What follows belongs to an exercise in optimizing a design on an open flow for small area, a short achievable clock period and few clock cycles; a production flow would make more cautious choices.
In this exercise RTL edits were held to simulation tests only and were not proved equivalent to the original.
Power figures rest on the tool's default switching activity, not on a simulated workload.

// bqfp_frame_parser
module bqfp_frame_parser (
    input  wire       clk,
    input  wire       rst,         
    input  wire       in_valid,
    input  wire [7:0] in_data,
    output wire       in_ready,
    output wire       out_valid,
    output wire [7:0] out_data,
    output wire       out_last,
    input  wire       out_ready
);
For scale: ~2400 flip-flops, ~0.053 mm2 of cells after synthesis.
clock: 7.0 ns
lec_check: 0
abc_clock_period_in_ps: 2500
cap_margin: 20
core_margin: 2
core_utilization: 70
cts_cluster_diameter: 60
cts_cluster_size: 20
setup_slack_margin: 4.5
slew_margin: 20
run.sh (not shown) runs the stock make flow with config.mk's settings and CLKGATE_MAP_FILE= SYNTH_SCRIPT=/design/flow/synth_recipe.tcl, a recipe that flattens the netlist after the stock synthesis.
Testbench counts at the start, summed over its fixed seeds: cycles 82,063.
Change:
--- a/flow/design.v
+++ b/flow/design.v
@@ -119,27 +119,31 @@
     reg  [VW-1:0] vq_wp, vq_rp;
     reg  [VW:0]   vq_n;
     wire          vq_head = vq[vq_rp];
     wire          vq_any;
     wire          vpop;
     reg           vq_ne;         
     assign vq_any = vq_ne;
+    reg           vpush_r;
     always @(posedge clk) begin
         if (vpush) vq[vq_wp] <= vbit;
         if (rst) begin
+            vpush_r <= 1'b0;
             vq_wp <= 0;
             vq_rp <= 0;
             vq_n  <= 0;
             vq_ne <= 1'b0;
         end else begin
-            if (vpush) vq_wp <= vq_wp + 1'b1;
+            vpush_r <= vpush;
+            if (vpush_r) vq_wp <= vq_wp + 1'b1;
             if (vpop)  vq_rp <= vq_rp + 1'b1;
-            if (vpush && !vpop)      vq_n <= vq_n + 1'b1;
-            else if (vpop && !vpush) vq_n <= vq_n - 1'b1;
-            vq_ne <= vpop ? (vq_n > 1 || vpush) : (vq_ne || vpush);
+            if (vpush_r && !vpop)      vq_n <= vq_n + 1'b1;
+            else if (vpop && !vpush_r) vq_n <= vq_n - 1'b1;
+            vq_ne <= vpop ? (vq_n > 1 || (vq_n == 1 && vpush_r) || vpush)
+                          : (vq_ne || vpush);
         end
     end
     reg r_p1, r_p2, r_p3, r_cmd, r_len, r_cp, r_er;
     reg [7:0] rrem;
     reg       rok;
     reg       ov;  reg [7:0] od;  reg ol;
     reg       q1v; reg [7:0] q1d; reg q1l;
@@ -257,14 +261,14 @@
             rc     <= rc_next;
             rcx    <= fail;
             hv     <= hv_next;
             fm     <= fm_next;
             nd     <= fm ? (nd + took_r - pass) : (nu + took_r - 1'b1);
             nu     <= cons ? nu + took_r - 1'b1 : nu + took_r;
             rdy_r  <= !rc_next && !(fm && !ndz_fm) && !hv_next &&
-                      (vq_n <= VQ - 2);
+                      (vq_n <= VQ - 1);
         end
     end
     assign out_valid = ov;
     assign out_data  = od;
     assign out_last  = ol;
 endmodule
The new run passed the timing, DRC and antenna checks; final cell count went up by about 0.4%; clock-buffer cell count came out lower by 5; cell area stays flat; wire length climbs by 9.3%; total power rises by 1.1%; worst setup slack gains 0.28 ns; global-route usage went up by 1.9 points; worst hold slack loses 0.0062 ns; via count increases by 2.9%.
Testbench counts after the change, summed over its fixed seeds: cycles 82,043.

--- another note on this design; it stands on its own ---

## the baseline
Design bqfp_frame_parser, start of the top module:
module bqfp_frame_parser (
    input  wire       clk,
    input  wire       rst,         
    input  wire       in_valid,
    input  wire [7:0] in_data,
    output wire       in_ready,
    output wire       out_valid,
    output wire [7:0] out_data,
    output wire       out_last,
    input  wire       out_ready
);
Settings: LEC_CHECK=0, ABC_AREA=1, ABC_CLOCK_PERIOD_IN_PS=2500, CAP_MARGIN=20, CORE_MARGIN=2, CORE_UTILIZATION=70, CTS_CLUSTER_DIAMETER=60, CTS_CLUSTER_SIZE=20, SETUP_SLACK_MARGIN=4.5, SLEW_MARGIN=20; clock period 7.0 ns.
run.sh (not shown) runs the stock make flow with config.mk's settings and CLKGATE_MAP_FILE= SYNTH_SCRIPT=/design/flow/synth_recipe.tcl, a recipe that flattens the netlist after the stock synthesis.
Testbench counts of the baseline, summed over its fixed seeds: cycles 82,043.
Relative to the baseline, the following input files were edited for the candidate:
# the baseline
export LEC_CHECK = 0
export ABC_AREA = 1
export ABC_CLOCK_PERIOD_IN_PS = 2500
export CAP_MARGIN = 20
export CORE_MARGIN = 2
export CORE_UTILIZATION = 70
export CTS_CLUSTER_DIAMETER = 60
export CTS_CLUSTER_SIZE = 20
export SETUP_SLACK_MARGIN = 4.5
export SLEW_MARGIN = 20
create_clock -name core_clock -period 7.0 [get_ports {clk}]
# the candidate
export LEC_CHECK = 0
export ABC_AREA = 1
export CAP_MARGIN = 20
export CORE_MARGIN = 2
export CORE_UTILIZATION = 70
export CTS_CLUSTER_DIAMETER = 60
export CTS_CLUSTER_SIZE = 20
export SETUP_SLACK_MARGIN = 4.5
export SLEW_MARGIN = 20
create_clock -name core_clock -period 7.0 [get_ports {clk}]
### Flow results
- The power was comparable across the baseline and the candidate.
- The candidate -> the baseline: final-layout worst hold slack delta 0, exact match
- Between the baseline and the candidate, the length of the first detailed-routing pass in iterations figures differ only marginally.
- The baseline and the candidate ended up with nearly the same flip-flop and latch count.
- Going from the baseline to the candidate, area fraction in and, or, nand and nor cells after synthesis was more or less identical; number of H-tree branching levels barely changed; number of sinks on the clock net essentially unchanged.

==> port drivers added, routing unchanged <==
No port has a modelled driver above. Below, the same layouts with a new extraction and two added sets of constraints.
Step 1 (the two cells are an assumption about what drives the block):
set clk [get_ports {clk}]
set_driving_cell -lib_cell sky130_fd_sc_hd__clkbuf_16 $clk
set_driving_cell -lib_cell sky130_fd_sc_hd__buf_2 [delete_from_list [all_inputs] $clk]
Step 2 adds t to the input delays and takes it off the output delays; t is the mean of the earliest and latest rising clock arrival at the registers after step 1. Input paths then give back, and output paths get back, about the clock's delay inside the block.
Three values: ideal, step 1, step 2; two values: the first two.
run | t, ns | slack for setup (ns) | latest minus earliest clock arrival (ns) | worst slew at a driven data input, ns | pins driven straight from the clock port
the first run of note 1 | 0.801 | 4.092 / 4.123 / 3.321 | 0.052 / 0.051 | 0.13 | 1
the second run of note 1 | 0.801 | 4.376 / 4.328 / 3.588 | 0.077 / 0.076 | 0.14 | 1
the baseline | 0.820 | 3.912 / 3.954 / 3.136 | 0.082 / 0.082 | 0.07 | 1
the candidate | 0.820 | 3.912 / 3.954 / 3.136 | 0.082 / 0.082 | 0.07 | 1
After both steps every run listed still meets setup and hold. For the second run of note 1, which loses most, drivers alone change the setup slack by -0.048 ns; drivers and shift together by -0.788 ns.
